From an optimization exercise on the open Yosys and OpenROAD flow, aimed at a short achievable clock period; shortcuts taken in it are not production practice. RTL that was checked went through simulation tests only; none was proved equivalent to the original. The RTL of runs 3 to 5 was laid out without a check of its function. No run shown here takes its clock network from TritonCTS; it comes from the design's own scripts or RTL. The clock input has no modelled driver; a real chip could not lean on it and would need a root buffer or a full tree. Power and IR drop assume default switching activity.

## flow/config.mk

```make
export PLATFORM = sky130hd
export DESIGN_NAME = ts0710_codec
export DESIGN_NICKNAME = ts0710_codec
export VERILOG_FILES = /design/flow/design.v
export SDC_FILE = /design/flow/constraint.sdc
export NUM_CORES = 4
export LEC_CHECK = 0
export ABC_CLOCK_PERIOD_IN_PS = 1000
export CAP_MARGIN = 20
export CORE_MARGIN = 2
export CORE_UTILIZATION = 40
export SETUP_SLACK_MARGIN = 4.0
export SLEW_MARGIN = 20
export SYNTH_HIERARCHICAL = 1
export SYNTH_MINIMUM_KEEP_SIZE = 0
export TNS_END_PERCENT = 100
```

## flow/constraint.sdc

```tcl
create_clock -name core_clock -period 5.5 [get_ports {clk}]
set_input_delay 1.1000 -clock core_clock [delete_from_list [all_inputs] [get_ports {clk}]]
set_output_delay 1.1000 -clock core_clock [all_outputs]
set_load 0.01 [all_outputs]
```

## flow/design.v

```verilog
module ts0710_crc_step (
    input  wire [7:0] crc_in,
    input  wire [7:0] data,
    output reg  [7:0] crc_out
);
    integer k;
    always @* begin
        crc_out = crc_in ^ data;
        for (k = 0; k < 8; k = k + 1) begin
            if (crc_out[0])
                crc_out = (crc_out >> 1) ^ 8'hE0;
            else
                crc_out = crc_out >> 1;
        end
    end
endmodule
module ts0710_rx #(
    parameter [15:0] ACC_CAP = 16'd32774
) (
    input  wire        clk,
    input  wire        rst,
    input  wire        compat,      
    input  wire        flush,       
    input  wire        rx_valid,
    input  wire [7:0]  rx_data,
    output reg         code_valid,
    output reg  [3:0]  code,
    output reg  [7:0]  frm_addr,
    output reg  [7:0]  frm_ctrl,
    output reg  [15:0] frm_len,
    output reg  [7:0]  frm_fcs,
    output reg         pay_valid,
    output reg  [7:0]  pay_data,
    output reg         in_frame,
    output reg  [15:0] acc_len,
    output reg         ev_ok,
    output reg         ev_bad,
    output reg         ev_csum,
    output reg         ev_ovf
);
    localparam [7:0] FLAG = 8'hF9;
    localparam [3:0] C_DROPPED      = 4'd0,
                     C_STARTED      = 4'd1,
                     C_APPENDED     = 4'd2,
                     C_COLLAPSED    = 4'd3,
                     C_FRAME_OK     = 4'd4,
                     C_FRAME_BAD    = 4'd5,
                     C_FRAME_CSUM   = 4'd6,
                     C_OVF_DROPPED  = 4'd7,
                     C_OVF_RESTART  = 4'd8;
    reg         nf;          
    reg  [15:1] accp1_hi;    
    reg         accp1_lo;    
    wire [15:0] accp1 = {accp1_hi, accp1_lo};
    reg         lof;         
    reg         at_cap;      
    reg         is1;         
    reg         ph1;         
    reg         ph2;         
    reg         ph3;         
    reg         ph4;         
    reg         post;        
    reg  [14:0] rem;         
    reg         loz;         
    reg         hiz;         
    wire        remnz = ~(loz & hiz);
    reg         ge;          
    reg         ex;          
    reg  [7:0]  addr_r;      
    reg  [7:0]  ctrl_r;      
    reg  [7:0]  len0_r;      
    reg  [14:0] len_r;       
    reg  [7:0]  prev1;       
    reg  [7:0]  prev2;       
    reg  [7:0]  crc_r;       
    reg         pend;        
    wire        ctrl_uih  = ((ctrl_r & 8'hEF) == 8'hEF);
    wire        ctrl_ua   = ((ctrl_r & 8'hEF) == 8'h63);
    wire        quirk_len = post & (len0_r == 8'hFF);
    wire        std_pay   = post & ~ge & remnz;
    wire        qrk_pay   = (rem[6:1] != 6'h3F);    
    wire        pay_here  = quirk_len ? qrk_pay : std_pay;
    wire        covered   = ~post | (std_pay & ~ctrl_uih);
    wire        live      = ~nf & ~at_cap;          
    wire        kill      = is1 | ge;               
    wire        rem_is1   = (rem[3:0] == 4'd1) & hiz;
    wire [7:0]  crc_fold;
    ts0710_crc_step u_crc (.crc_in(crc_r), .data(prev1), .crc_out(crc_fold));
    wire        fcs_match = ((~crc_r) == prev1);
    wire [3:0]  cmpl_code_c0 = ~ex ? C_FRAME_BAD : (fcs_match ? C_FRAME_OK : C_FRAME_CSUM);
    wire [3:0]  cmpl_code_c1 = quirk_len ? C_FRAME_OK :
                               (~ex ? C_FRAME_BAD :
                                ((fcs_match | ctrl_ua) ? C_FRAME_OK : C_FRAME_CSUM));
    wire [3:0]  code_live_flag = is1 ? C_COLLAPSED : C_APPENDED;
    wire [15:0] accp2;       
    wire [14:0] rem_m1;      
    genvar gi;
    generate
        for (gi = 0; gi < 16; gi = gi + 1) begin : g_inc
            if (gi == 0) begin : g0
                assign accp2[0] = ~accp1[0];
            end else if (gi < 4) begin : gl
                assign accp2[gi] = accp1[gi] ^ (&accp1[gi-1:0]);
            end else if (gi == 4) begin : g4
                assign accp2[4] = accp1[4] ^ lof;
            end else begin : gh
                assign accp2[gi] = accp1[gi] ^ (lof & (&accp1[gi-1:4]));
            end
        end
        for (gi = 0; gi < 15; gi = gi + 1) begin : g_dec
            if (gi == 0) begin : g0
                assign rem_m1[0] = ~rem[0];
            end else if (gi < 4) begin : gl
                assign rem_m1[gi] = rem[gi] ^ ~(|rem[gi-1:0]);
            end else if (gi == 4) begin : g4
                assign rem_m1[4] = rem[4] ^ loz;
            end else begin : gh
                assign rem_m1[gi] = rem[gi] ^ (loz & ~(|rem[gi-1:4]));
            end
        end
    endgenerate
    wire        accp1_cap = (accp1 == ACC_CAP);
    wire [15:0] accm5;
    assign accm5[0] = accp1[0];
    assign accm5[1] = ~accp1[1];
    assign accm5[2] = accp1[2] ^ accp1[1];
    assign accm5[3] = ~(accp1[3] ^ (accp1[1] & accp1[2]));
    generate
        for (gi = 4; gi < 16; gi = gi + 1) begin : g_m6
            assign accm5[gi] = ~(accp1[gi] ^ ((|accp1[gi-1:3]) | (accp1[1] & accp1[2])));
        end
    endgenerate
    wire        is_flag = (rx_data == FLAG);
    wire        idle    = ~live | flush;
    wire        ovf     = at_cap & ~nf & ~flush;
    wire        cmpl_c   = ~rst & rx_valid & ~idle & ge;
    wire        adv      = post & ~ge & ~remnz;     
    wire [6:0]  flg_c1, flg_c0, flg;
    genvar cp;
    generate
        for (cp = 0; cp < 2; cp = cp + 1) begin : g_cp
            wire       c      = (cp == 1);
            wire       qrk_ok = c & quirk_len;
            wire       sum_ok = fcs_match | (c & ctrl_ua);
            wire       ok_c   = qrk_ok | (ex & sum_ok);
            wire       bad_c  = ~qrk_ok & ~ex;
            wire       csum_c = ~qrk_ok & ex & ~sum_ok;
            wire [3:0] c_n    = idle ? (ovf ? C_OVF_RESTART : C_STARTED)
                                     : (ge ? (c ? cmpl_code_c1 : cmpl_code_c0) : code_live_flag);
            wire [6:0] v      = {c_n, cmpl_c & ok_c, cmpl_c & bad_c, cmpl_c & csum_c};
            if (cp == 1) begin : g1
                assign flg_c1 = v;
            end else begin : g0
                assign flg_c0 = v;
            end
        end
    endgenerate
    ts0710_fsel #(.W(7)) u_csel (.s(compat), .a(flg_c1), .b(flg_c0), .y(flg));
    localparam NXW = 33;
    wire [NXW-1:0] nx_f1, nx_f0, nx;
    genvar fl;
    generate
        for (fl = 0; fl < 2; fl = fl + 1) begin : g_nx
            wire        f     = (fl == 1);
            wire        start = rx_valid & idle & f;
            wire [6:0]  nfl   = {idle ? (ovf ? C_OVF_DROPPED : C_DROPPED) : C_APPENDED, 3'b000};
            wire        in_n  = ~rst & (rx_valid ? (idle ? f : ~(f & ge)) : (~flush & ~nf));
            wire [15:0] al_n  = rst ? 16'd0 :
                                rx_valid ? (idle ? {15'd0, f} :
                                            ((f & kill) ? {15'd0, is1} : accp1))
                                         : (flush ? 16'd0 : acc_len);
            wire        a0_n  = rx_valid ? (idle ? 1'b0 : (is1 ? ~f : accp2[0])) : accp1[0];
            wire        is1_n = rx_valid ? (f & (idle | is1)) : is1;
            wire        ph1_n = start | (~rx_valid & ph1) | (rx_valid & ~idle & ph1 & f);
            wire        ph2_n = ~start & (rx_valid ? (ph1 & ~f) : ph2);
            wire        ph3_n = ~start & (rx_valid ? ph2 : ph3);
            wire        ph4_n = ~start & (rx_valid ? (ph3 & ~rx_data[0]) : ph4);
            wire        pst_n = ~start & (rx_valid ? (post | ph4 | (ph3 & rx_data[0])) : post);
            wire        ge_n  = ~start & (rx_valid ? (ge | adv) : ge);
            wire        ex_n  = ~start & (rx_valid ? (adv | (ex & ~ge)) : ex);
            wire [NXW-1:0] v  = {f ? flg : nfl,
                                 in_n, al_n, a0_n, is1_n,
                                 ph1_n, ph2_n, ph3_n, ph4_n, pst_n, ge_n, ex_n};
            if (fl == 1) begin : g1
                assign nx_f1 = v;
            end else begin : g0
                assign nx_f0 = v;
            end
        end
    endgenerate
    ts0710_fsel #(.W(NXW)) u_fsel (.s(is_flag), .a(nx_f1), .b(nx_f0), .y(nx));
    always @(posedge clk) begin
        {code, ev_ok, ev_bad, ev_csum, in_frame, acc_len} <= nx[32:9];
        nf       <= ~nx[25];
        accp1_lo <= nx[8];
        {is1, ph1, ph2, ph3, ph4, post, ge, ex} <= nx[7:0];
    end
    always @(posedge clk) begin
        if (rst) begin
            code_valid <= 1'b0;
            pay_valid  <= 1'b0;
            ev_ovf     <= 1'b0;
        end else begin
            code_valid <= rx_valid;
            pay_valid  <= rx_valid & ~flush & live & pay_here;
            ev_ovf     <= rx_valid & ovf;
        end
    end
    always @(posedge clk) begin
        pay_data <= quirk_len ? prev2 : rx_data;
        frm_len  <= (compat & quirk_len) ? accm5 : {1'b0, len_r};
        if (rx_valid) begin
            accp1_hi <= idle ? 15'd1 : accp2[15:1];
            lof      <= ~idle & ~is1 & (accp1[3:0] == 4'hE);
            at_cap      <= ~idle & accp1_cap;
        end
        if (ph1) addr_r <= rx_data;
        if (ph2) ctrl_r <= rx_data;
        if (ph3) len0_r <= rx_data;
        frm_addr <= addr_r;
        frm_ctrl <= ctrl_r;
        if (ph3)
            len_r <= {8'd0, rx_data[7:1]};
        else if (ph4)
            len_r <= {rx_data, len0_r[7:1]};
        if (ph3) begin
            rem   <= {8'd0, rx_data[7:1]};
            loz   <= (rx_data[4:1] == 4'd0);
            hiz   <= (rx_data[7:5] == 3'd0);
        end else if (ph4) begin
            rem   <= {rx_data, len0_r[7:1]};
            loz   <= (len0_r[4:1] == 4'd0);
            hiz   <= ({rx_data, len0_r[7:5]} == 11'd0);
        end else if (rx_valid & std_pay) begin
            rem   <= rem_m1;
            loz   <= (rem[3:0] == 4'd1);
            hiz   <= loz ? (rem[14:4] == 11'd1) : hiz;
        end
        if (rx_valid) begin
            prev1 <= rx_data;
            prev2 <= prev1;
        end
        frm_fcs <= prev1;
        pend <= rx_valid & covered;
        if (ph1)
            crc_r <= 8'hFF;
        else if (pend)
            crc_r <= crc_fold;
    end
endmodule
module ts0710_fsel #(
    parameter W = 1
) (
    input  wire         s,
    input  wire [W-1:0] a,
    input  wire [W-1:0] b,
    output wire [W-1:0] y
);
    assign y = s ? a : b;
endmodule
module ts0710_tx (
    input  wire        clk,
    input  wire        rst,
    input  wire        tx_start,
    input  wire [7:0]  tx_addr,
    input  wire [7:0]  tx_ctrl,
    input  wire [15:0] tx_len,
    output reg         tx_ready,    
    input  wire        tx_pl_valid,
    input  wire [7:0]  tx_pl_data,
    output reg         tx_pl_ready,  
    output reg         tx_valid,
    output reg  [7:0]  tx_data,
    output reg         len_err      
);
    localparam [7:0] FLAG = 8'hF9;
    reg        st_addr, st_ctrl, st_len0, st_len1, st_fcs, st_close;
    reg [7:0]  addr_r;
    reg [7:0]  ctrl_r;
    reg [14:0] len_r;
    reg [14:0] rem;         
    reg        loz;         
    reg [7:0]  crc_r;       
    reg        idle_n;
    reg        pay_n;
    reg [7:0]  txb_n;
    wire       idle = ~idle_n;
    wire       pay  = ~pay_n;
    wire [7:0] txb  = ~txb_n;
    reg        pend;        
    wire       ctrl_uih  = ((ctrl_r & 8'hEF) == 8'hEF);
    wire       short_len = (len_r[14:7] == 8'd0);
    wire       zero_len  = short_len & (len_r[6:0] == 7'd0);
    wire [7:0] len_b0    = {len_r[6:0], short_len};
    wire [7:0] len_b1    = len_r[14:7];
    reg        last;        
    wire [14:0] rem_m1;
    genvar gi;
    generate
        for (gi = 0; gi < 15; gi = gi + 1) begin : g_dec
            if (gi == 0) begin : g0
                assign rem_m1[0] = ~rem[0];
            end else if (gi < 4) begin : gl
                assign rem_m1[gi] = rem[gi] ^ ~(|rem[gi-1:0]);
            end else if (gi == 4) begin : g4
                assign rem_m1[4] = rem[4] ^ loz;
            end else begin : gh
                assign rem_m1[gi] = rem[gi] ^ (loz & ~(|rem[gi-1:4]));
            end
        end
    endgenerate
    wire [7:0] crc_fold;
    ts0710_crc_step u_crc (.crc_in(crc_r), .data(txb), .crc_out(crc_fold));
    wire [7:0] crc_cur = pend ? crc_fold : crc_r;
    wire       go   = tx_start & idle & ~tx_len[15];
    wire       take = pay & tx_pl_valid;
    wire       ready_n = (idle & ~go) | st_close;
    wire       pl_n    = (st_len0 & short_len & ~zero_len) | st_len1 |
                         (pay & ~(tx_pl_valid & last));
    wire [7:0] data_n  = ({8{st_addr}} & addr_r)     |
                         ({8{st_ctrl}} & ctrl_r)     |
                         ({8{st_len0}} & len_b0)     |
                         ({8{st_len1}} & len_b1)     |
                         ({8{pay}}     & tx_pl_data) |
                         ({8{st_fcs}}  & ~crc_cur)   |
                         ({8{idle | st_close}} & FLAG);
    always @(posedge clk) begin
        if (rst) begin
            tx_ready    <= 1'b1;
            idle_n      <= 1'b0;
            tx_pl_ready <= 1'b0;
            pay_n       <= 1'b1;
            st_addr     <= 1'b0;
            st_ctrl     <= 1'b0;
            st_len0     <= 1'b0;
            st_len1     <= 1'b0;
            st_fcs      <= 1'b0;
            st_close    <= 1'b0;
            tx_valid    <= 1'b0;
            len_err     <= 1'b0;
        end else begin
            len_err     <= tx_start & idle & tx_len[15];
            tx_ready    <= ready_n;
            idle_n      <= ~ready_n;
            st_addr     <= go;
            st_ctrl     <= st_addr;
            st_len0     <= st_ctrl;
            st_len1     <= st_len0 & ~short_len;
            tx_pl_ready <= pl_n;
            pay_n       <= ~pl_n;
            st_fcs      <= (st_len0 & zero_len) | (take & last);
            st_close    <= st_fcs;
            tx_valid    <= go | st_addr | st_ctrl | st_len0 | st_len1 |
                           take | st_fcs | st_close;
        end
    end
    always @(posedge clk) begin
        last <= take ? (rem == 15'd2) : (rem == 15'd1);
        if (idle) begin
            addr_r <= tx_addr | 8'h01;
            ctrl_r <= tx_ctrl;
            len_r  <= tx_len[14:0];
            rem    <= tx_len[14:0];
            loz    <= (tx_len[3:0] == 4'd0);
        end else if (take) begin
            rem <= rem_m1;
            loz <= (rem[3:0] == 4'd1);
        end
        if (idle)
            crc_r <= 8'hFF;
        else if (pend)
            crc_r <= crc_fold;
        pend <= st_addr | st_ctrl | st_len0 | st_len1 | (take & ~ctrl_uih);
        tx_data <= data_n;
        txb_n   <= ~data_n;
    end
endmodule
module ts0710_codec (
    input  wire        clk,
    input  wire        rst,           
    input  wire        compat,        
    input  wire        stat_clr,      
    input  wire        rx_valid,
    input  wire [7:0]  rx_data,
    input  wire        rx_flush,      
    output wire        rx_code_valid,
    output wire [3:0]  rx_code,
    output wire [7:0]  frm_addr,
    output wire [7:0]  frm_ctrl,
    output wire [15:0] frm_len,
    output wire [7:0]  frm_fcs,
    output wire        pay_valid,
    output wire [7:0]  pay_data,
    output wire        in_frame,
    output wire [15:0] acc_len,
    input  wire        tx_start,
    input  wire [7:0]  tx_addr,
    input  wire [7:0]  tx_ctrl,
    input  wire [15:0] tx_len,
    output wire        tx_ready,
    input  wire        tx_pl_valid,
    input  wire [7:0]  tx_pl_data,
    output wire        tx_pl_ready,
    output wire        tx_valid,
    output wire [7:0]  tx_data,
    output reg  [31:0] cnt_ok,
    output reg  [31:0] cnt_framing,
    output reg  [31:0] cnt_checksum,
    output reg  [31:0] cnt_overflow,
    output reg  [3:0]  err_flags      
);
    wire tx_len_err;
    wire ev_ok, ev_bad, ev_csum, ev_ovf;
    ts0710_rx u_rx (
        .clk        (clk),
        .rst        (rst),
        .compat     (compat),
        .flush      (rx_flush),
        .rx_valid   (rx_valid),
        .rx_data    (rx_data),
        .code_valid (rx_code_valid),
        .code       (rx_code),
        .frm_addr   (frm_addr),
        .frm_ctrl   (frm_ctrl),
        .frm_len    (frm_len),
        .frm_fcs    (frm_fcs),
        .pay_valid  (pay_valid),
        .pay_data   (pay_data),
        .in_frame   (in_frame),
        .acc_len    (acc_len),
        .ev_ok      (ev_ok),
        .ev_bad     (ev_bad),
        .ev_csum    (ev_csum),
        .ev_ovf     (ev_ovf)
    );
    ts0710_tx u_tx (
        .clk         (clk),
        .rst         (rst),
        .tx_start    (tx_start),
        .tx_addr     (tx_addr),
        .tx_ctrl     (tx_ctrl),
        .tx_len      (tx_len),
        .tx_ready    (tx_ready),
        .tx_pl_valid (tx_pl_valid),
        .tx_pl_data  (tx_pl_data),
        .tx_pl_ready (tx_pl_ready),
        .tx_valid    (tx_valid),
        .tx_data     (tx_data),
        .len_err     (tx_len_err)
    );
    reg clr_d;
    always @(posedge clk) begin
        if (rst) clr_d <= 1'b0;
        else     clr_d <= stat_clr;
    end
    wire [31:0] ok_next, bad_next, csum_next, ovf_next;
    ts0710_counter u_cnt_ok   (.clk(clk), .rst(rst), .clr(clr_d), .ev(ev_ok),   .cnt_next(ok_next));
    ts0710_counter u_cnt_bad  (.clk(clk), .rst(rst), .clr(clr_d), .ev(ev_bad),  .cnt_next(bad_next));
    ts0710_counter u_cnt_csum (.clk(clk), .rst(rst), .clr(clr_d), .ev(ev_csum), .cnt_next(csum_next));
    ts0710_counter u_cnt_ovf  (.clk(clk), .rst(rst), .clr(clr_d), .ev(ev_ovf),  .cnt_next(ovf_next));
    wire [3:0] err_base = clr_d ? 4'd0 : err_flags;
    always @(posedge clk) begin
        if (rst) begin
            cnt_ok       <= 32'd0;
            cnt_framing  <= 32'd0;
            cnt_checksum <= 32'd0;
            cnt_overflow <= 32'd0;
            err_flags    <= 4'd0;
        end else begin
            cnt_ok       <= ok_next;
            cnt_framing  <= bad_next;
            cnt_checksum <= csum_next;
            cnt_overflow <= ovf_next;
            err_flags    <= err_base | {tx_len_err, ev_ovf, ev_csum, ev_bad};
        end
    end
endmodule
module ts0710_counter (
    input  wire        clk,
    input  wire        rst,
    input  wire        clr,
    input  wire        ev,
    output wire [31:0] cnt_next
);
    reg  [31:0] ncnt;       
    reg  [2:0]  ones;       
    wire [31:0] base   = clr ? 32'd0 : ~ncnt;
    wire [2:0]  bones  = clr ? 3'd0 : ones;
    wire [3:0]  inc;
    assign inc[0] = ev;
    assign inc[1] = ev & bones[0];
    assign inc[2] = ev & bones[0] & bones[1];
    assign inc[3] = ev & bones[0] & bones[1] & bones[2];
    genvar b, i;
    generate
        for (b = 0; b < 4; b = b + 1) begin : g_byte
            for (i = 0; i < 8; i = i + 1) begin : g_bit
                if (i == 0) begin : g0
                    assign cnt_next[8*b] = base[8*b] ^ inc[b];
                end else begin : gn
                    assign cnt_next[8*b+i] = base[8*b+i] ^ (inc[b] & (&base[8*b+i-1:8*b]));
                end
            end
        end
    endgenerate
    wire [2:0] ones_next;
    genvar k;
    generate
        for (k = 0; k < 3; k = k + 1) begin : g_ones
            assign ones_next[k] = inc[k] ? (base[8*k+7:8*k] == 8'hFE) : bones[k];
        end
    endgenerate
    always @(posedge clk) begin
        if (rst) begin
            ones <= 3'd0;
            ncnt <= 32'hFFFFFFFF;
        end else begin
            ones <= ones_next;
            ncnt <= ~cnt_next;
        end
    end
endmodule
```

## flow/flow/run.sh

```bash
#!/bin/bash
# Layout flow: the standard ORFS flow, with the clock tree built by
# flow/cts_tree.tcl (a balanced two-stage buffer tree) in place of TritonCTS.
set -euo pipefail
here=$(pwd)
export PRE_CTS_TCL="$here/flow/cts_tree.tcl"
bash standard.sh > "$here/standard_flow.log" 2>&1
```

## flow/flow/cts_tree.tcl

```tcl
# Sourced by ORFS's cts.tcl before clock_tree_synthesis (PRE_CTS_TCL).
# Replaces TritonCTS with a balanced two-stage clock tree: the clock port
# feeds a few root buffers, one per group of sinks, and each root buffer
# feeds leaf buffers that each drive a tight cluster of flip-flops. Every
# flip-flop sees the same number of buffer stages.

set ::ct_buf   sky130_fd_sc_hd__clkbuf_16
set ::ct_roots 4
set ::ct_leaf_size 24

proc ct_kmeans { pts k iters } {
  # pts: list of {x y item}; returns a list of k lists of points
  set n [llength $pts]
  if { $k >= $n } {
    set out {}
    foreach p $pts { lappend out [list $p] }
    return $out
  }
  # seed centres with points spread along the sorted x+y order
  set sorted [lsort -real -index 0 [lmap p $pts { list [expr {[lindex $p 0] + [lindex $p 1]}] $p }]]
  set cs {}
  for { set i 0 } { $i < $k } { incr i } {
    set p [lindex [lindex $sorted [expr {int(($i + 0.5) * $n / $k)}]] 1]
    lappend cs [list [lindex $p 0] [lindex $p 1]]
  }
  # cap on cluster size so no leaf is overloaded
  set cap [expr {int(ceil(double($n) / $k * 1.15))}]
  for { set it 0 } { $it < $iters } { incr it } {
    # assign points, nearest centre first, respecting the cap
    set pairs {}
    set pi 0
    foreach p $pts {
      set ci 0
      foreach c $cs {
        set d [expr {abs([lindex $p 0] - [lindex $c 0]) + abs([lindex $p 1] - [lindex $c 1])}]
        lappend pairs [list $d $pi $ci]
        incr ci
      }
      incr pi
    }
    set pairs [lsort -real -index 0 $pairs]
    set assigned [lrepeat $n -1]
    set counts [lrepeat $k 0]
    foreach pr $pairs {
      lassign $pr d pi ci
      if { [lindex $assigned $pi] >= 0 } { continue }
      if { [lindex $counts $ci] >= $cap } { continue }
      lset assigned $pi $ci
      lset counts $ci [expr {[lindex $counts $ci] + 1}]
    }
    set groups [lrepeat $k {}]
    set pi 0
    foreach p $pts {
      set ci [lindex $assigned $pi]
      lset groups $ci [concat [lindex $groups $ci] [list $p]]
      incr pi
    }
    set ncs {}
    set ci 0
    foreach g $groups {
      if { [llength $g] == 0 } {
        lappend ncs [lindex $cs $ci]
      } else {
        set sx 0.0; set sy 0.0
        foreach p $g { set sx [expr {$sx + [lindex $p 0]}]; set sy [expr {$sy + [lindex $p 1]}] }
        lappend ncs [list [expr {$sx / [llength $g]}] [expr {$sy / [llength $g]}]]
      }
      incr ci
    }
    set cs $ncs
  }
  set out {}
  foreach g $groups { if { [llength $g] > 0 } { lappend out $g } }
  return $out
}

proc ct_centre { g } {
  set sx 0.0; set sy 0.0
  foreach p $g { set sx [expr {$sx + [lindex $p 0]}]; set sy [expr {$sy + [lindex $p 1]}] }
  return [list [expr {int($sx / [llength $g])}] [expr {int($sy / [llength $g])}]]
}

proc ct_place_buf { block master name xy } {
  set inst [odb::dbInst_create $block $master $name]
  # keep the buffer inside the core
  set core [$block getCoreArea]
  set x [expr {max([$core xMin], min([lindex $xy 0], [$core xMax] - [$master getWidth]))}]
  set y [expr {max([$core yMin], min([lindex $xy 1], [$core yMax] - [$master getHeight]))}]
  $inst setLocation $x $y
  $inst setPlacementStatus PLACED
  return $inst
}

proc ct_build {} {
  set db [ord::get_db]
  set block [ord::get_db_block]
  set master [$db findMaster $::ct_buf]
  set clk_port [$block findBTerm clk]
  set clk_net [$clk_port getNet]

  # sinks: every instance pin on the clock net
  set pts {}
  foreach it [$clk_net getITerms] {
    set inst [$it getInst]
    set loc [$inst getLocation]
    lappend pts [list [lindex $loc 0] [lindex $loc 1] $it]
  }
  set nsinks [llength $pts]
  puts "ct: $nsinks sinks"

  set groups [ct_kmeans $pts $::ct_roots 30]
  set ri 0
  foreach g $groups {
    set nleaf [expr {int(ceil(double([llength $g]) / $::ct_leaf_size))}]
    set leaves [ct_kmeans $g $nleaf 30]
    set root [ct_place_buf $block $master "ctroot_$ri" [ct_centre $g]]
    set rnet [odb::dbNet_create $block "ct_rootnet_$ri"]
    $rnet setSigType CLOCK
    [$root findITerm X] connect $rnet
    [$root findITerm A] connect $clk_net
    set li 0
    foreach lg $leaves {
      set leaf [ct_place_buf $block $master "ctleaf_${ri}_$li" [ct_centre $lg]]
      set lnet [odb::dbNet_create $block "ct_leafnet_${ri}_$li"]
      $lnet setSigType CLOCK
      [$leaf findITerm A] connect $rnet
      [$leaf findITerm X] connect $lnet
      foreach p $lg {
        set it [lindex $p 2]
        $it disconnect
        $it connect $lnet
      }
      puts "ct: root $ri leaf $li drives [llength $lg] sinks"
      incr li
    }
    incr ri
  }
  $clk_net setSigType CLOCK
}

if { [info commands ct_orig_cts] eq "" } {
  rename clock_tree_synthesis ct_orig_cts
}
proc clock_tree_synthesis { args } {
  puts "ct: custom two-stage clock tree instead of clock_tree_synthesis $args"
  ct_build
}
```

## flow/standard.sh

```bash
#!/bin/bash
# synth_recipe.tcl (not shown) runs the flow's synth.tcl, then flattens the netlist and writes it again
# the make line also repeats each setting of config.mk as NAME=value (left out here)
make -C /OpenROAD-flow-scripts/flow DESIGN_CONFIG=/design/flow/config.mk WORK_HOME=/design/flow/orfs CLKGATE_MAP_FILE= SYNTH_SCRIPT=/design/flow/synth_recipe.tcl "${@:-finish}"
```

==> summary.txt, run 1 <==
Avg Inst Size Synth 10.50 um^2; area leader, netlist dfxtp_1; number of flops mapped to enable cells by yosys 119; clk latency of the worst-skew pair 380 ps; synth unique cells 74; HP Class reg2reg; synth top area cells dfxtp_1, edfxtp_1, nor2b_1; vias in the first global route 18.27k; largest family of logic cells by synthesized area simple AND/OR/NAND/NOR gates; register area share after synthesis 52.75%; final wirelength 75,280 um; final hold vios 0; Synth async-reset ratio 0%; CP Buf/Inv Count 5; skew final 62.33 ps; simple-gate share of the synthesized area 23.30%; crit path DAT 2370 ps; Total Routing Usage GR 22.50%; Critical Path Max Stage Delay 290 ps; Initial Util 40.43%; largest net degree at the start of global routing 58; Worst R2R End u_cnt_ovf.ncnt[23]; initial antenna violation count 1; Layout area overhead 55.45%; Vias/cell 5.444; Worst R2R Path Depth 7; RSZ-0062 raised after global routing true; part of the cycle the worst path needs 39.11%; share of layout cells above drive strength 1 53.39%; post-synth top area share 37.05%; final setup vio count 0; mux contribution to synthesized area 5.621%; YS warnings 11; max cap viols 0; Worst Path Max Fanout 8; crit-path most repeated cell buf_6; Post-DP HPWL 37,940 um; ys flop type dfxtp_1; routed vias 19.20k; RePlAce Congestion 0.8523; Design Area, Final 0.03537 mm^2; fill cell count 4,249; power density over cell area 221.7 mW/mm^2; Top Ports 270; worst hold stages 0; slew margin rel. 43.25%; area of the core 0.05628 mm^2; Antenna Cells 0; DRC Markers 0; Pre-Repair DR Iteration Count 8; row cnt 87; status timing/DRC/antenna clean; Hold EP u_rx.frm_addr[2]; DR WL/cell 21.35 um; Worst VDD drop 0.2405 mV; post-synthesis cell count 2,166; Die Area 0.05880 mm^2; fin. max-slew vios 0; placed standard-cell area 0.02644 mm^2; width of the chip 242.5 um; startpoint types input port; min Tclk post-route 2151 ps; Synth Area in XOR/XNOR 5.252%; Clock transition at path regs 90 ps; Final nets 2,853; synthesized cell area 0.02275 mm^2; R2R Path Start clr_d; Max Fclk 464.9 MHz; Top Family by Delay on Critical Path buffers and inverters; Hold Startpoint u_rx.addr_r[2]; reg2reg setup slack 3420 ps; grt ovf 0; complex-gate fraction of the synthesized area 7.760%; Worst-Margin Slew 850.1 ps; crit path cell chain buf_6, buf_6, nand4_1, nor4_4, buf_6, buf_12, buf_16, mux2_4; first-pass GRT wire length 106,400 um; Setup crit end kind register; Port Buffer Count 268; WP data required 5720 ps; #FFs+latches synth 540; antenna-violating nets left 0; area share of fa/ha/maj cells after synthesis 1.375%; Setup Crit Path Kind in2reg; Die H 242.5 um; 1st-iter DRT viols 1,369; slowest cell on the critical path mux2_4; setup TNS 0 ps; leakage 14.85 nW
[what timing repair did]
item                       in CTS  in global routing
resized for setup            1825                525
pin swaps                     144                212
setup endpoints to repair     808                659
cloned                         56                  5
buffers inserted              180                176
hold buffers                    0                  0
[Yosys stat by module, one instance, submodules excluded, excerpt]
module           copies in the design  cells  area (um^2)  flops+latches
ts0710_codec                        1    288         3617            133
ts0710_counter                      4    218         1904             35
ts0710_rx                           1    639         7077            183
ts0710_crc_step                     2     22        207.7              0
ts0710_tx                           1    278         3352             84
[worst max path at each step]
stage                    start  cells past startpoint               to  slack (ps)
floorplan             rx_valid                      6          u_rx.ge        3290
global placement    rx_data[4]                      5          u_rx.ex        1950
detailed placement  rx_data[4]                      5          u_rx.ex        1880
CTS                 rx_data[5]                      8     u_rx.code[2]        3070
global route        rx_data[5]                      8    u_rx.accp1_lo        3320
finish              rx_data[5]                      8  u_rx.acc_len[3]        3350
[sequential cells by signal, summed over array words and instances, names as in the netlist, 15 cells and up]
name,cells
u_rx.acc_len,16
u_rx.frm_len,16
u_cnt_ok.ncnt,32
cnt_ok,32
u_cnt_bad.ncnt,32
u_tx.rem,15
cnt_overflow,32
cnt_checksum,32
u_cnt_csum.ncnt,32
u_cnt_ovf.ncnt,32
u_tx.len_r,15
cnt_framing,32
u_rx.rem,15
u_rx.accp1_hi,15
u_rx.len_r,15
[worst register-to-register path: cells and delay by family, from the launching register on]
family	cells	cell delay, ps
AND/OR/NAND/NOR	2	840
flip-flops	1	390
multiplexers	1	160
buffers and inverters	4	590
[metrics by stage]
stage	setup WS, ps	utilization, %	hold WS (ps)	instances	power, mW
floorplan	3290	-	323.3	2169	5.010
global placement	1955	46.97	331.9	3081	5.238
detailed placement	1878	46.97	332.1	3081	5.259
CTS	3070	55.95	332.6	3345	7.209
global route	3325	62.84	357.0	3526	8.133
finish	3349	62.84	350.3	3526	7.842
[power breakdown]
part / total [mW] / switching (mW) / leakage [nW] / internal [mW]
Combinational: 1.32 / 0.596 / 9.86 / 0.725
Clock: 2.13 / 1.21 / 0.345 / 0.918
Sequential: 4.40 / 0.182 / 4.65 / 4.21
[synthesized netlist by cell type (42+ instances only)]
cell,n
or3_1,55
nand3_1,51
mux2i_1,43
nor2b_1,160
dfxtp_1,421
xnor2_1,62
inv_1,64
clkbuf_1,67
nor3_1,107
nor2_1,213
nand2_1,96
o21ai_0,42
xor2_1,67
edfxtp_1,119
[cell families after synthesis]
| logic type | after synthesis |
|---|---|
| xor gates and xnor gates | 133 |
| adders and majority gates | 25 |
| DFF | 540 |
| buffers and inverters | 188 |
| muxes | 106 |
| other | 1 |
| AOI/OAI and AO/OA | 243 |
| and+or+nand+nor | 930 |
[cells in the final DEF, fill, tap and decap left out, types with 24 or more instances in the layout]
cell       count
buf_8         26
nor2_1       179
buf_6        274
buf_2         91
buf_16        36
nand2_1       61
nand4_1       38
nor3_1        32
dfxtp_1      244
inv_1         40
nor3_2        54
nor2b_4       29
clkbuf_16     38
dfxtp_2      159
buf_4        182
nor2b_1      124
mux2_4        59
xor2_1        45
nand3_1       24
xnor2_1       44
mux2i_1       42
buf_12        54
or3_1         48
edfxtp_1     119
or4_4         26
[cell type report]
| cell class | instances | area [um^2] | area share (%) |
|---|---|---|---|
| multi-input combinational | 1457 | 13410 | 37.91 |
| sequential | 540 | 12270 | 34.69 |
| timing repair buffer | 679 | 7714 | 21.81 |
| tap | 756 | 945.9 | 2.675 |
| buffer | 28 | 700.7 | 1.981 |
| inverter | 65 | 324.1 | 0.9163 |
| timing repair inverter | 1 | 5.005 | 0.01415 |
[routing by layer]
metal / up-vias / share of wire, % / GRT usage, %
met2: 591 / 52 / 40.92
met4: 0 / 3.4 / 5.501
met3: 173 / 4.7 / 2.282
met5: - / 0 / 0
met1: 9554 / 40 / 28.50
li1: 8879 / - / -
==> run 2: changes to the inputs <==
--- a/flow/config.mk
+++ b/flow/config.mk
@@ -9,7 +9,7 @@
 export CAP_MARGIN = 20
 export CORE_MARGIN = 2
 export CORE_UTILIZATION = 40
-export SETUP_SLACK_MARGIN = 4.0
+export SETUP_SLACK_MARGIN = 3.6
 export SLEW_MARGIN = 20
 export SYNTH_HIERARCHICAL = 1
 export SYNTH_MINIMUM_KEEP_SIZE = 0
==> summary.txt, run 2 <==
post-synthesis cell count 2,166 (unchanged); max cap viols 0 (unchanged); WP data required 5750 ps (+30 ps); Top Family by Delay on Critical Path buffers and inverters; fin. max-slew vios 0 (unchanged); met3 Usage GRT 3.202% (+0.92 points); Post-Layout Cell Count 3,320 (-5.8%); Critical Path Max Stage Delay 300 ps (about the same); power density over cell area 247.3 mW/mm^2 (+12%); most frequent cells in the layout dfxtp_1, nor2_1, buf_6, dfxtp_2, nor2b_1; Final nets 2,647 (-7.2%); number of cells on the critical path 7 (-1); Post-DP HPWL 36,620 um (-3.5%); Top Ports 270 (unchanged); Worst-Margin Slew 838.5 ps (-11.64 ps); slew margin rel. 44.02% (+0.78 points); Setup crit end kind register; Port Buffer Count 268 (unchanged); Design Area, Final 0.03064 mm^2 (-13%); part of the cycle the worst path needs 38.17% (-0.94 points); Post-Route Utilization 54.45% (-8.4 points); Die Area 0.05880 mm^2 (unchanged); DRC Markers 0 (unchanged); Clock transition at path regs 90 ps (about the same); startpoint types input port; routing usage on met1 26.36% (-2.1 points); largest net degree at the start of global routing 52 (-10%); ys flop type dfxtp_1; row cnt 87 (unchanged); crit-path most repeated cell buf_6; vias in the first global route 17.57k (-3.8%); fill cell count 4,822 (+13%); Antenna Cells 0 (unchanged); placed standard-cell area 0.02598 mm^2 (-1.7%); Post-synth top cells dfxtp_1, nor2_1, nor2b_1; RSZ-0062 raised after global routing true; crit path cell chain buf_6, buf_6, nor4_4, buf_6, buf_12, buf_16, mux2_4; skew final 48.38 ps (-13.95 ps); DR WL/cell 19.64 um (-8.0%); Max Fclk 476.4 MHz (+2.5%); synth unique cells 74 (unchanged); Vias/cell 5.396 (-0.89%); status timing/DRC/antenna clean; synthesized cell area 0.02275 mm^2 (unchanged); met2 usage 36.40% (-4.5 points); YS warnings 11 (unchanged); first-pass GRT wire length 98,690 um (-7.2%); RePlAce Congestion 0.8283 (-2.8%); top-count cell post-synth dfxtp_1; initial antenna violation count 0 (-1); slowest cell on the critical path nor4_4; Initial Util 40.43% (unchanged); HP Class reg2reg; routed vias 17.91k (-6.7%); #FFs+latches synth 540 (unchanged); setup TNS 0 ps (unchanged); Synth async-reset ratio 0% (unchanged); post-synth top area share 37.05% (unchanged); area leader, netlist dfxtp_1; clk latency of the worst-skew pair 380 ps (about the same); leakage 12.56 nW (-15%); Setup WS post-layout 3401 ps (+51.76 ps); final setup vio count 0 (unchanged); number of flops mapped to enable cells by yosys 119 (unchanged); 1st-iter DRT viols 1,134 (-17%); CTS Hold Bufs 0 (unchanged); crit path DAT 2350 ps (-20 ps); CP Buf/Inv Count 5 (unchanged); most common cell after layout, fill and taps aside dfxtp_1; final hold vios 0 (unchanged); Total Routing Usage GR 20.69% (-1.8 points); final wirelength 65,210 um (-13%); width of the chip 242.5 um (unchanged); Layout area overhead 34.69%; Pre-Repair DR Iteration Count 7 (-1); Worst R2R Path Depth 7 (unchanged); Worst VDD drop 0.2696 mV (+12%); antenna-violating nets left 0 (unchanged); Placement Setup Slack 1905 ps (+27.44 ps); Die H 242.5 um (unchanged); register area share after synthesis 52.75% (unchanged); min Tclk post-route 2099 ps (-51.76 ps); worst hold stages 0 (unchanged); Avg Inst Size Synth 10.50 um^2 (unchanged); share of layout cells above drive strength 1 36.35% (-17 points); grt ovf 0 (unchanged); Setup Crit Path Kind in2reg; area of the core 0.05628 mm^2 (unchanged); Cell Count Post-Placement 3,083 (+0.065%); grt peak-use layer met2; Worst Path Max Fanout 8 (unchanged); synth top area cells dfxtp_1, edfxtp_1, nor2b_1
-- run 2: logic make-up (layout without fill, tap and decap cells) --
kind of cell,Yosys count,after routing,share of synthesized area [%]
other,1,4,0.01648
flip-flops,540,540,52.75
XOR/XNOR,133,133,5.252
buffers and inverters,188,570,3.927
AO/OA/AOI/OAI,243,243,7.760
AND/OR/NAND/NOR,930,943,23.30
multiplexers,106,106,5.621
adder cells (fa/ha/maj),25,25,1.375
-- run 2: path summary, 6_finish.rpt --
path                      endpoint      startpoint  slack [ps]
hold / removal    u_rx.frm_addr[7]  u_rx.addr_r[7]         350
setup / recovery  u_rx.acc_len[14]      rx_data[1]        3400
hold reg to reg   u_rx.frm_addr[7]  u_rx.addr_r[7]         350
setup reg to reg  cnt_checksum[22]           clr_d        3490
-- run 2: per-module statistics from Yosys (local to each module, per instance), excerpt --
module / area (um^2) / times used
ts0710_codec: 3617 / 1
ts0710_counter: 1904 / 4
ts0710_crc_step: 207.7 / 2
ts0710_rx: 7077 / 1
ts0710_tx: 3352 / 1
-- run 2: final cells by class --
| type | instances | area, um^2 | share of cell area (%) |
|---|---|---|---|
| plain buffers | 29 | 725.7 | 2.368 |
| repair inverters | 1 | 5.005 | 0.01633 |
| flip-flops and latches | 540 | 12220 | 39.87 |
| repair buffers | 475 | 5375 | 17.54 |
| inverters | 65 | 270.3 | 0.8820 |
| multi-input cells | 1454 | 11100 | 36.24 |
| well taps | 756 | 945.9 | 3.087 |
-- run 2: metal layers --
layer | wire length (um) | share of wire [%] | up-vias
met5 | 0 | 0 | -
li1 | - | - | 8481
met2 | 32350 | 50 | 475
met1 | 27950 | 43 | 8863
met4 | 1733 | 2.7 | 0
met3 | 3179 | 4.9 | 95
-- run 2: where the power goes --
group | internal, mW | total (mW) | switching [mW]
combinational | 0.544 | 1.03 | 0.490
sequential | 4.22 | 4.37 | 0.156
clock | 0.950 | 2.17 | 1.22
total | 5.71 | 7.58 | 1.87
-- run 2: timing repair --
| item | CTS | global route |
|---|---|---|
| resized for setup | 568 | 1049 |
| pin swaps | 86 | 55 |
| setup buffers | 111 | 53 |
| setup endpoints to repair | 733 | 346 |
| endpoints found under the hold margin | 0 | 0 |
| gates cloned | 37 | 7 |
-- run 2: stage by stage --
stage / power (mW) / hold WS [ps]
floorplan: 4.976 / 323.3
global placement: 5.223 / 328.5
detailed placement: 5.240 / 327.9
CTS: 7.085 / 327.9
global route: 7.867 / 366.2
finish: 7.577 / 347.3
==> run 3: changes to the inputs <==
--- a/flow/design.v
+++ b/flow/design.v
@@ -130,7 +130,6 @@
             assign accm5[gi] = ~(accp1[gi] ^ ((|accp1[gi-1:3]) | (accp1[1] & accp1[2])));
         end
     endgenerate
-    wire        is_flag = (rx_data == FLAG);
     wire        idle    = ~live | flush;
     wire        ovf     = at_cap & ~nf & ~flush;
     wire        cmpl_c   = ~rst & rx_valid & ~idle & ge;
@@ -188,7 +187,10 @@
             end
         end
     endgenerate
-    ts0710_fsel #(.W(NXW)) u_fsel (.s(is_flag), .a(nx_f1), .b(nx_f0), .y(nx));
+    ts0710_flagsel #(.W(8)) u_fsel3 (.d(rx_data), .a(nx_f1[32:25]), .b(nx_f0[32:25]), .y(nx[32:25]));
+    ts0710_flagsel #(.W(8)) u_fsel2 (.d(rx_data), .a(nx_f1[24:17]), .b(nx_f0[24:17]), .y(nx[24:17]));
+    ts0710_flagsel #(.W(8)) u_fsel1 (.d(rx_data), .a(nx_f1[16:9]),  .b(nx_f0[16:9]),  .y(nx[16:9]));
+    ts0710_flagsel #(.W(9)) u_fsel0 (.d(rx_data), .a(nx_f1[8:0]),   .b(nx_f0[8:0]),   .y(nx[8:0]));
     always @(posedge clk) begin
         {code, ev_ok, ev_bad, ev_csum, in_frame, acc_len} <= nx[32:9];
         nf       <= ~nx[25];
@@ -258,6 +260,16 @@
 );
     assign y = s ? a : b;
 endmodule
+module ts0710_flagsel #(
+    parameter W = 1
+) (
+    input  wire [7:0]   d,
+    input  wire [W-1:0] a,
+    input  wire [W-1:0] b,
+    output wire [W-1:0] y
+);
+    assign y = (d == 8'hF9) ? a : b;
+endmodule
 module ts0710_tx (
     input  wire        clk,
     input  wire        rst,
==> summary.txt, run 3 <==
status timing/DRC/antenna clean; DR WL/cell 19.16 um (-2.4%); power density over cell area 243.7 mW/mm^2 (-1.5%); Worst Path Max Fanout 4 (-4); final hold vios 0 (unchanged); synth top area cells dfxtp_1, edfxtp_1, nor2b_1; CP Buf/Inv Count 0 (-5); most frequent cells in the layout dfxtp_1, buf_6, nor2_1, dfxtp_2, nor2b_1; startpoint types register; Synth async-reset ratio 0% (unchanged); placed standard-cell area 0.02638 mm^2 (+1.5%); Placement Setup Slack 2108 ps (+202.9 ps); Critical Path Max Stage Delay 550 ps (+250 ps); Port Buffer Count 268 (unchanged); crit path DAT 2430 ps (+80 ps); area leader, netlist dfxtp_1; clk latency of the worst-skew pair 380 ps (about the same); post-synthesis cell count 2,207 (+1.9%); ys flop type dfxtp_1; Clock transition at path regs 100 ps (about the same); #FFs+latches synth 540 (unchanged); slew margin rel. 46.44% (+2.4 points); width of the chip 243.4 um (+0.36%); HP Class reg2reg; CTS Hold Bufs 0 (unchanged); YS warnings 11 (unchanged); register area share after synthesis 52.36% (-0.39 points); fin. max-slew vios 0 (unchanged); WP data required 5730 ps (-20 ps); switching power share of the total 24.67% (+0.040 points); reg2reg setup slack 3300 ps (-190 ps); setup TNS 0 ps (unchanged); routed vias 18.00k (+0.48%); Vias/cell 5.308 (-1.6%); Post-Layout Cell Count 3,391 (+2.1%); Initial Util 40.57% (+0.14 points); synth unique cells 82 (+11%); DRC Markers 0 (unchanged); Die Area 0.05923 mm^2 (+0.73%); antenna-violating nets left 0 (unchanged); grt ovf 0 (unchanged); Post-DP HPWL 38,640 um (+5.5%); Cell Count Post-Placement 3,124 (+1.3%); Clock Power Share 28.2% (-0.4 points); register share of total power 57.8% (about the same); Pre-Repair DR Iteration Count 5 (-2); Top Ports 270 (unchanged); post-synth top area share 36.77% (-0.27 points); share of layout cells above drive strength 1 37.08% (+0.73 points); crit-path most repeated cell mux2_4; final setup vio count 0 (unchanged); Worst-Margin Slew 802.3 ps (-36.15 ps); Die H 243.4 um (+0.36%); crit path cell chain xor2_1, nand2_2, or4_4, a32o_1, mux2_4, mux2_4; most common cell after layout, fill and taps aside dfxtp_1; hold slack 355.3 ps (+7.985 ps); first-pass GRT wire length 96,950 um (-1.8%); Max Fclk 455.4 MHz (-4.4%); RePlAce Congestion 0.8357 (+0.89%); Setup Crit Path Kind reg2reg; skew final 61.42 ps (+13.04 ps); Top Family by Delay on Critical Path simple AND/OR/NAND/NOR gates; Post-synth top cells dfxtp_1, nor2_1, nor2b_1; internal power 5.685 mW (-0.45%); Setup WS post-layout 3304 ps (-96.88 ps); synthesized cell area 0.02292 mm^2 (+0.74%); slowest cell on the critical path or4_4; Post-Route Utilization 54.82% (+0.38 points); Worst VDD drop 0.3221 mV (+19%); Power, Total 7.547 mW (-0.40%); 1st-iter DRT viols 1,030 (-9.2%); Psw 1.862 mW (-0.23%); RSZ-0062 raised after global routing true; part of the cycle the worst path needs 39.93% (+1.8 points); row cnt 87 (unchanged); Setup crit end kind register; Logic pwr share 14.0% (+0.4 points); final wirelength 64,990 um (-0.34%); Final nets 2,718 (+2.7%); top-count cell post-synth dfxtp_1; Avg Inst Size Synth 10.38 um^2 (-1.1%); initial antenna violation count 0 (unchanged); Layout area overhead 35.14%; max cap viols 0 (unchanged); Total Routing Usage GR 20.12% (-0.57 points); area of the core 0.05650 mm^2 (+0.39%); number of flops mapped to enable cells by yosys 119 (unchanged); largest net degree at the start of global routing 53 (+1.9%); min Tclk post-route 2196 ps (+96.88 ps); vias in the first global route 17.43k (-0.83%); leakage 12.60 nW (+0.36%); Antenna Cells 0 (unchanged); Design Area, Final 0.03097 mm^2 (+1.1%)
-- run 3: layout make-up --
cell class | instances | area (um^2)
flip-flops and latches | 540 | 12240
repair buffers | 507 | 5448
fillers | 4796 | 25520
well taps | 756 | 945.9
plain buffers | 28 | 700.7
multi-input cells | 1501 | 11390
repair inverters | 2 | 15.01
inverters | 57 | 237.7
-- run 3: Yosys stat by module, one instance, submodules excluded, excerpt --
module | cells inside | flip-flops and latches | cell area (um^2) | copies in the design
ts0710_rx | 632 | 183 | 7064 | 1
ts0710_codec | 288 | 133 | 3617 | 1
ts0710_tx | 278 | 84 | 3352 | 1
ts0710_counter | 228 | 35 | 1928 | 4
ts0710_crc_step | 22 | 0 | 207.7 | 2
-- run 3: logic make-up (layout without fill, tap and decap cells) --
family | Yosys count | after routing | share of synthesized area [%]
AOI/OAI and AO/OA | 285 | 285 | 8.740
xor gates and xnor gates | 116 | 116 | 4.564
adders and majority gates | 25 | 25 | 1.365
buffers and inverters | 180 | 594 | 3.445
DFF | 540 | 540 | 52.36
muxes | 104 | 104 | 5.022
other | 1 | 4 | 0.01636
and+or+nand+nor | 956 | 967 | 24.48
-- run 3: worst paths after layout --
kind,start,endpoint,depth (start not counted)
setup reg to reg,u_rx.prev1[5],u_rx.code[1],6
hold / removal,u_rx.addr_r[1],u_rx.frm_addr[1],0
setup / recovery,u_rx.prev1[5],u_rx.code[1],6
hold reg to reg,u_rx.addr_r[1],u_rx.frm_addr[1],0
-- run 3: what timing repair did --
item,in CTS,in global routing
pin swaps,68,61
cloned,26,9
buffers inserted,101,103
endpoints found under the setup margin,735,343
resized for setup,555,1081
endpoints found under the hold margin,0,0
-- run 3: power by group through the flow --
| stage | Combinational (mW) | Sequential [mW] | Clock (mW) |
|---|---|---|---|
| after floorplan | 0.574 | 4.40 | 0 |
| after global placement | 0.787 | 4.44 | 0 |
| after global routing | 1.13 | 4.39 | 2.31 |
| final | 1.06 | 4.36 | 2.13 |
| after CTS | 0.965 | 4.44 | 1.62 |
| after detailed placement | 0.802 | 4.45 | 0 |
-- run 3: routing by layer --
layer	vias to the layer above	part of all wire, %	track usage, %
met5	-	0	0
li1	8695	-	-
met2	457	51	36.84
met3	103	4.3	2.115
met4	0	3.3	5.233
met1	8745	42	25.09
==> run 4: changes to the inputs <==
==> flow/flow/run.sh (replaced) <==
#!/bin/bash
# Layout flow: the standard ORFS flow, with
#  - the clock tree built by flow/cts_tree.tcl (a balanced two-stage buffer
#    tree) in place of TritonCTS;
#  - the slow wide OR/NOR gates added to the platform's don't-use list, so
#    synthesis and repair map wide ORs to faster NAND/NOR trees.
set -euo pipefail
here=$(pwd)
export PRE_CTS_TCL="$here/flow/cts_tree.tcl"
slow=""
for c in or3_1 or3_2 or3_4 or3b_1 or3b_2 or3b_4 or4_1 or4_2 or4_4 or4b_1 or4b_2 or4b_4 \
         or4bb_1 or4bb_2 or4bb_4 nor4_1 nor4_2 nor4_4 nor4b_1 nor4b_2 nor4b_4 \
         nor4bb_1 nor4bb_2 nor4bb_4 a2111o_1 a2111o_2 a2111o_4 a2111oi_0 a2111oi_1 \
         a2111oi_2 a2111oi_4 o2111a_1 o2111a_2 o2111a_4 o2111ai_1 o2111ai_2 o2111ai_4; do
  slow="$slow sky130_fd_sc_hd__$c"
done
export DONT_USE_CELLS="$slow"
bash standard.sh > "$here/standard_flow.log" 2>&1
==> summary.txt, run 4 <==
DRC Markers 0 (unchanged); Worst Path Max Fanout 4 (unchanged); status timing/DRC/antenna clean; Pre-Repair DR Iteration Count 5 (unchanged); largest family of logic cells by synthesized area simple AND/OR/NAND/NOR gates; largest net degree at the start of global routing 53 (unchanged); simple-gate share of the synthesized area 24.48% (unchanged); Die Area 0.05923 mm^2 (unchanged); power density over cell area 243.7 mW/mm^2 (unchanged); most frequent cells in the layout dfxtp_1, buf_6, nor2_1, dfxtp_2, nor2b_1; Logic pwr share 14.0% (about the same); routed vias 18.00k (unchanged); register area share after synthesis 52.36% (unchanged); Psw 1.862 mW (unchanged); final wirelength 64,990 um (unchanged); post-synthesis cell count 2,207 (unchanged); number of flops mapped to enable cells by yosys 119 (unchanged); row cnt 87 (unchanged); Die H 243.4 um (unchanged); synth unique cells 82 (unchanged); width of the chip 243.4 um (unchanged); CP Buf/Inv Count 0 (unchanged); Initial Util 40.57% (unchanged); #FFs+latches synth 540 (unchanged); 1st-iter DRT viols 1,030 (unchanged); Post-synth top cells dfxtp_1, nor2_1, nor2b_1; RSZ-0062 raised after global routing true; Avg Inst Size Synth 10.38 um^2 (unchanged); area leader, netlist dfxtp_1; register share of total power 57.8% (about the same); fill cell count 4,796 (unchanged); max cap viols 0 (unchanged); ys flop type dfxtp_1; mux contribution to synthesized area 5.022% (unchanged); internal power 5.685 mW (unchanged); synth top area cells dfxtp_1, edfxtp_1, nor2b_1; Setup crit end kind register; Max Fclk 455.4 MHz (unchanged); clk latency of the worst-skew pair 380 ps (about the same); vias in the first global route 17.43k (unchanged); skew final 61.42 ps (unchanged); Clock Power Share 28.2% (about the same); Total Routing Usage GR 20.12% (unchanged); Post-DP HPWL 38,640 um (unchanged); synthesized cell area 0.02292 mm^2 (unchanged); fin. max-slew vios 0 (unchanged); area share of fa/ha/maj cells after synthesis 1.365% (unchanged); Synth async-reset ratio 0% (unchanged); antenna-violating nets left 0 (unchanged); WP data required 5730 ps (about the same); Layout area overhead 35.14% (unchanged); Vias/cell 5.308 (unchanged); startpoint types register; share of layout cells above drive strength 1 37.08% (unchanged); HP Class reg2reg; final hold vios 0 (unchanged); complex-gate fraction of the synthesized area 8.740% (unchanged); Clock transition at path regs 100 ps (about the same); leakage 12.60 nW (unchanged); slew margin rel. 46.44% (unchanged); Critical Path Max Stage Delay 550 ps (about the same); Final nets 2,718 (unchanged); Top Family by Delay on Critical Path simple AND/OR/NAND/NOR gates; first-pass GRT wire length 96,950 um (unchanged); final setup vio count 0 (unchanged); post-synth top area share 36.77% (unchanged); RePlAce Congestion 0.8357 (unchanged); grt ovf 0 (unchanged); most common cell after layout, fill and taps aside dfxtp_1; Worst VDD drop 0.3221 mV (unchanged); area of the core 0.05650 mm^2 (unchanged); top-count cell post-synth dfxtp_1; slowest cell on the critical path or4_4; crit path DAT 2430 ps (about the same); setup TNS 0 ps (unchanged); crit path cell chain xor2_1, nand2_2, or4_4, a32o_1, mux2_4, mux2_4; Setup Crit Path Kind reg2reg; Port Buffer Count 268 (unchanged); YS warnings 11 (unchanged); crit-path most repeated cell mux2_4; Antenna Cells 0 (unchanged); Synth Area in XOR/XNOR 4.564% (unchanged); part of the cycle the worst path needs 39.93% (unchanged); switching power share of the total 24.67% (unchanged); Top Ports 270 (unchanged); DR WL/cell 19.16 um (unchanged); min Tclk post-route 2196 ps (unchanged); initial antenna violation count 0 (unchanged); Power, Total 7.547 mW (unchanged); Worst-Margin Slew 802.3 ps (unchanged)
[run 4: power groups by stage]
stage	clock [mW]	sequential, mW	combinational [mW]
3_5_place_dp	0	4.45	0.802
4_1_cts	1.62	4.44	0.965
3_3_place_gp	0	4.44	0.787
5_1_grt	2.31	4.39	1.13
2_1_floorplan	0	4.40	0.574
6_report	2.13	4.36	1.06
[run 4: per-layer routing]
| layer | GRT usage, % | wire length [um] | vias to the layer above | part of all wire [%] |
|---|---|---|---|---|
| li1 | - | - | 8695 | - |
| met1 | 25.09 | 27250 | 8745 | 42 |
| met2 | 36.84 | 32830 | 457 | 51 |
| met3 | 2.115 | 2764 | 103 | 4.3 |
| met4 | 5.233 | 2148 | 0 | 3.3 |
| met5 | 0 | 0 | - | 0 |
[run 4: cell families after synthesis]
logic type,after synthesis
mux,104
buf+inv,180
fa+ha+maj,25
simple gates,956
xor+xnor,116
other cells,1
compound gates,285
flops,540
[run 4: per-module statistics from Yosys (local to each module, per instance), a selection]
| module | cells | flip-flops and latches |
|---|---|---|
| ts0710_crc_step | 22 | 0 |
| ts0710_rx | 632 | 183 |
| ts0710_tx | 278 | 84 |
| ts0710_counter | 228 | 35 |
| ts0710_codec | 288 | 133 |
[run 4: path summary, 6_finish.rpt]
path                                      from          endpoint  slack (ps)  cells after the start
worst max-delay path             u_rx.prev1[5]      u_rx.code[1]        3300                      6
worst min-delay path            u_rx.addr_r[1]  u_rx.frm_addr[1]         360                      0
worst max register to register   u_rx.prev1[5]      u_rx.code[1]        3300                      6
worst min register to register  u_rx.addr_r[1]  u_rx.frm_addr[1]         360                      0
[run 4: cell type report]
| cell class | count | area [um^2] | share of cell area (%) |
|---|---|---|---|
| Timing Repair Buffer | 507 | 5448 | 17.59 |
| Multi-Input combinational cell | 1501 | 11390 | 36.77 |
| Sequential cell | 540 | 12240 | 39.51 |
| Timing Repair inverter | 2 | 15.01 | 0.04847 |
| Inverter | 57 | 237.7 | 0.7675 |
| Tap cell | 756 | 945.9 | 3.054 |
| Buffer | 28 | 700.7 | 2.262 |
[run 4: metrics by stage]
stage                     std cells  utilization, %  hold slack [ps]  setup slack [ps]  cell area, um^2
after floorplan                2210               -            323.3              3179            23360
after global placement         3124           46.69            336.0              2134            26380
after detailed placement       3124           46.69            336.2              2108            26380
after CTS                      3279           51.71            336.2              3143            29210
after global routing           3391           54.82            368.0              3233            30970
final                          3391           54.82            355.3              3304            30970
[run 4: what timing repair did]
item	in CTS	in global routing
pin swaps	68	61
gates resized for setup	555	1081
buffers inserted	101	103
endpoints found under the setup margin	735	343
cloned	26	9
hold buffers	0	0
==> run 5: changes to the inputs <==
--- a/flow/design.v
+++ b/flow/design.v
@@ -74,9 +74,11 @@
     reg  [7:0]  prev2;       
     reg  [7:0]  crc_r;       
     reg         pend;        
-    wire        ctrl_uih  = ((ctrl_r & 8'hEF) == 8'hEF);
-    wire        ctrl_ua   = ((ctrl_r & 8'hEF) == 8'h63);
-    wire        quirk_len = post & (len0_r == 8'hFF);
+    reg         ctrl_uih;    
+    reg         ctrl_ua;     
+    reg         len0_ff;     
+    reg         fcs_match;   
+    wire        quirk_len = post & len0_ff;
     wire        std_pay   = post & ~ge & remnz;
     wire        qrk_pay   = (rem[6:1] != 6'h3F);    
     wire        pay_here  = quirk_len ? qrk_pay : std_pay;
@@ -86,7 +88,7 @@
     wire        rem_is1   = (rem[3:0] == 4'd1) & hiz;
     wire [7:0]  crc_fold;
     ts0710_crc_step u_crc (.crc_in(crc_r), .data(prev1), .crc_out(crc_fold));
-    wire        fcs_match = ((~crc_r) == prev1);
+    wire [7:0]  crc_n     = ph1 ? 8'hFF : (pend ? crc_fold : crc_r);
     wire [3:0]  cmpl_code_c0 = ~ex ? C_FRAME_BAD : (fcs_match ? C_FRAME_OK : C_FRAME_CSUM);
     wire [3:0]  cmpl_code_c1 = quirk_len ? C_FRAME_OK :
                                (~ex ? C_FRAME_BAD :
@@ -217,8 +219,15 @@
             at_cap      <= ~idle & accp1_cap;
         end
         if (ph1) addr_r <= rx_data;
-        if (ph2) ctrl_r <= rx_data;
-        if (ph3) len0_r <= rx_data;
+        if (ph2) begin
+            ctrl_r   <= rx_data;
+            ctrl_uih <= ((rx_data & 8'hEF) == 8'hEF);
+            ctrl_ua  <= ((rx_data & 8'hEF) == 8'h63);
+        end
+        if (ph3) begin
+            len0_r  <= rx_data;
+            len0_ff <= (rx_data == 8'hFF);
+        end
         frm_addr <= addr_r;
         frm_ctrl <= ctrl_r;
         if (ph3)
@@ -244,10 +253,8 @@
         end
         frm_fcs <= prev1;
         pend <= rx_valid & covered;
-        if (ph1)
-            crc_r <= 8'hFF;
-        else if (pend)
-            crc_r <= crc_fold;
+        crc_r     <= crc_n;
+        fcs_match <= rx_valid ? ((~crc_n) == rx_data) : ((~crc_n) == prev1);
     end
 endmodule
 module ts0710_fsel #(
@@ -496,21 +503,23 @@
 );
     reg  [31:0] ncnt;       
     reg  [2:0]  ones;       
-    wire [31:0] base   = clr ? 32'd0 : ~ncnt;
-    wire [2:0]  bones  = clr ? 3'd0 : ones;
+    wire [31:0] base   = ~ncnt;
+    wire [2:0]  bones  = ones;
     wire [3:0]  inc;
+    wire [31:0] sum;
     assign inc[0] = ev;
     assign inc[1] = ev & bones[0];
     assign inc[2] = ev & bones[0] & bones[1];
     assign inc[3] = ev & bones[0] & bones[1] & bones[2];
+    assign cnt_next = clr ? {31'd0, ev} : sum;
     genvar b, i;
     generate
         for (b = 0; b < 4; b = b + 1) begin : g_byte
             for (i = 0; i < 8; i = i + 1) begin : g_bit
                 if (i == 0) begin : g0
-                    assign cnt_next[8*b] = base[8*b] ^ inc[b];
+                    assign sum[8*b] = base[8*b] ^ inc[b];
                 end else begin : gn
-                    assign cnt_next[8*b+i] = base[8*b+i] ^ (inc[b] & (&base[8*b+i-1:8*b]));
+                    assign sum[8*b+i] = base[8*b+i] ^ (inc[b] & (&base[8*b+i-1:8*b]));
                 end
             end
         end
@@ -519,7 +528,7 @@
     genvar k;
     generate
         for (k = 0; k < 3; k = k + 1) begin : g_ones
-            assign ones_next[k] = inc[k] ? (base[8*k+7:8*k] == 8'hFE) : bones[k];
+            assign ones_next[k] = ~clr & (inc[k] ? (base[8*k+7:8*k] == 8'hFE) : bones[k]);
         end
     endgenerate
     always @(posedge clk) begin
==> flow/flow/run.sh (replaced) <==
#!/bin/bash
# Layout flow: the standard ORFS flow, with the clock tree built by
# flow/cts_tree.tcl (a balanced two-stage buffer tree) in place of TritonCTS.
set -euo pipefail
here=$(pwd)
export PRE_CTS_TCL="$here/flow/cts_tree.tcl"
bash standard.sh > "$here/standard_flow.log" 2>&1
==> summary.txt, run 5 <==
area share of fa/ha/maj cells after synthesis 1.567% (+0.20 points); Initial Util 40.28% (-0.29 points); share of layout cells above drive strength 1 34.26% (-2.8 points); startpoint types input port; DRC Markers 0 (unchanged); fin. max-slew vios 0 (unchanged); Max Fclk 469.8 MHz (+3.2%); clk latency of the worst-skew pair 360 ps (-20 ps); register area share after synthesis 52.19% (-0.17 points); HP Class reg2reg; DR WL/cell 18.48 um (-3.6%); CTS Hold Bufs 0 (unchanged); Top Ports 270 (unchanged); simple-gate share of the synthesized area 24.58% (+0.098 points); WP data required 5780 ps (+50 ps); Setup Crit Path Kind in2reg; part of the cycle the worst path needs 38.70% (-1.2 points); grt ovf 0 (unchanged); Worst-Margin Slew 632.5 ps (-169.8 ps); complex-gate fraction of the synthesized area 8.091% (-0.65 points); vias in the first global route 17.22k (-1.2%); power density over cell area 257.2 mW/mm^2 (+5.5%); Synth Area in XOR/XNOR 3.838% (-0.73 points); placed standard-cell area 0.02649 mm^2 (+0.42%); post-synth top area share 36.50% (-0.28 points); Clock Power Share 27.3% (-0.9 points); Vias/cell 5.285 (-0.44%); area leader, netlist dfxtp_1; Psw 1.967 mW (+5.6%); skew final 33.13 ps (-28.29 ps); register share of total power 56.9% (-0.9 points); switching power share of the total 25.22% (+0.55 points); slowest cell on the critical path or4_1; synthesized cell area 0.02315 mm^2 (+1.0%); routed vias 17.71k (-1.6%); Post-Layout Cell Count 3,351 (-1.2%); row cnt 88 (+1.1%); final setup vio count 0 (unchanged); Design Area, Final 0.03032 mm^2 (-2.1%); YS warnings 11 (unchanged); RePlAce Congestion 0.8203 (-1.8%); crit path DAT 2410 ps (-20 ps); Clock transition at path regs 90 ps (about the same); first-pass GRT wire length 95,650 um (-1.3%); Top Family by Delay on Critical Path simple AND/OR/NAND/NOR gates; final wirelength 61,940 um (-4.7%); leakage 11.90 nW (-5.5%); Cell Count Post-Placement 3,145 (+0.67%); synth top area cells dfxtp_1, edfxtp_1, nor2b_1; Total Routing Usage GR 19.68% (-0.44 points); crit path cell chain buf_16, nand3_4, or3_4, or4_1, a311oi_2; internal power 5.831 mW (+2.6%); Worst Path Max Fanout 6 (+2); number of flops mapped to enable cells by yosys 121 (+1.7%); Synth async-reset ratio 0% (unchanged); initial antenna violation count 1 (+1); width of the chip 244.6 um (+0.49%); ys flop type dfxtp_1; synth unique cells 78 (-4.9%); Layout area overhead 30.99%; Die Area 0.05981 mm^2 (+0.98%); Critical Path Max Stage Delay 430 ps (-120 ps); max cap viols 0 (unchanged); mux contribution to synthesized area 6.021% (+1.0 points); Logic pwr share 15.8% (+1.8 points); Setup crit end kind register; Worst VDD drop 0.3135 mV (-2.7%); status timing/DRC/antenna clean; Post-DP HPWL 37,100 um (-4.0%); #FFs+latches synth 543 (+0.56%); most frequent cells in the layout dfxtp_1, buf_6, nor2b_1, nor2_1, dfxtp_2; RSZ-0062 raised after global routing true; Post-synth top cells dfxtp_1, nor2_1, nor2b_1; 1st-iter DRT viols 973 (-5.5%); largest family of logic cells by synthesized area simple AND/OR/NAND/NOR gates; Port Buffer Count 268 (unchanged); final hold vios 0 (unchanged); slew margin rel. 57.77% (+11 points); Antenna Cells 0 (unchanged); Final nets 2,673 (-1.7%); Pre-Repair DR Iteration Count 6 (+1); top-count cell post-synth dfxtp_1; setup TNS 0 ps (unchanged); area of the core 0.05748 mm^2 (+1.7%); largest net degree at the start of global routing 65 (+23%); post-synthesis cell count 2,218 (+0.50%); Die H 244.6 um (+0.49%); most common cell after layout, fill and taps aside dfxtp_1; min Tclk post-route 2129 ps (-67.39 ps); CP Buf/Inv Count 1 (+1); Avg Inst Size Synth 10.44 um^2 (+0.50%); antenna-violating nets left 0 (unchanged)
==> run 5: cell types whose count changed after synthesis, sizes merged, moves of 16 or more <==
cell   previous run  this run
or2              45        18
nor2            209       185
and2             26        49
mux2i            37        59
o31a             28        47
or3              63        81
a21oi            54        38
nor3             97       113
==> run 5: path summary, 6_finish.rpt <==
| check | cells past startpoint | slack [ps] | start | end |
|---|---|---|---|---|
| worst max-delay path | 5 | 3370 | rx_valid | u_rx.rem[13] |
| worst min-delay path | 0 | 340 | u_rx.addr_r[5] | u_rx.frm_addr[5] |
| worst max register to register | 8 | 3380 | u_rx.prev1[0] | u_rx.fcs_match |
| worst min register to register | 0 | 340 | u_rx.addr_r[5] | u_rx.frm_addr[5] |
==> run 5: per-module statistics from Yosys, one instance, submodules excluded, a selection <==
module,cell area [um^2],copies in the design
ts0710_codec,3617,1
ts0710_counter,1947,4
ts0710_crc_step,207.7,2
ts0710_rx,7218,1
ts0710_tx,3352,1
==> run 5: cell type report <==
cell class,count,area (um^2)
fillers,5069,27150
flip-flops and latches,543,12290
multi-input cells,1501,11470
repair buffers,446,4633
well taps,765,957.2
plain buffers,28,700.7
inverters,68,266.5
==> run 5: timing repair <==
action / 4_1_cts / 5_1_grt
resized for setup: 599 / 1015
pin swaps: 71 / 49
cloned: 32 / 1
buffers inserted: 91 / 54
endpoints found under the setup margin: 736 / 302
==> run 5: logic make-up (layout without fill, tap and decap cells) <==
group / count (synthesis) / in the layout
compound gates: 263 / 263
mux: 128 / 128
other cells: 1 / 4
xor+xnor: 98 / 98
simple gates: 961 / 979
fa+ha+maj: 29 / 29
flops: 543 / 543
buf+inv: 195 / 542
==> run 5: stage by stage <==
| step | setup WS, ps | total power [mW] | hold slack [ps] | util, % |
|---|---|---|---|---|
| after floorplan | 3109 | 5.116 | 323.3 | - |
| after global routing | 3176 | 8.117 | 338.3 | 52.76 |
| after global placement | 2134 | 5.406 | 326.4 | 46.08 |
| after detailed placement | 2010 | 5.425 | 326.9 | 46.08 |
| final | 3371 | 7.798 | 339.8 | 52.76 |
| after CTS | 2970 | 7.228 | 326.9 | 50.82 |
==> run 5: routing by layer <==
metal	GRT usage [%]	vias to the layer above	wire [um]
met5	0	-	0
met4	5.470	0	1873
met3	2.217	99	2626
met2	33.08	378	29290
met1	26.76	8627	28150
li1	-	8606	-
==> run 5: worst register-to-register path, stage by stage (launching register included) <==
cell and delay (ps):
edfxtp_1 470, xnor2_2 250, buf_4 160, xor2_1 170, xnor2_1 70, and2_1 180
nor4_1 310, o22ai_1 170, nor4_4 260
==> run 5: power by group through the flow <==
stage | clock (mW) | sequential [mW] | combinational, mW
2_1_floorplan | 0 | 4.46 | 0.656
3_3_place_gp | 0 | 4.49 | 0.917
3_5_place_dp | 0 | 4.50 | 0.930
4_1_cts | 1.62 | 4.51 | 1.10
5_1_grt | 2.32 | 4.46 | 1.34
6_report | 2.12 | 4.44 | 1.23
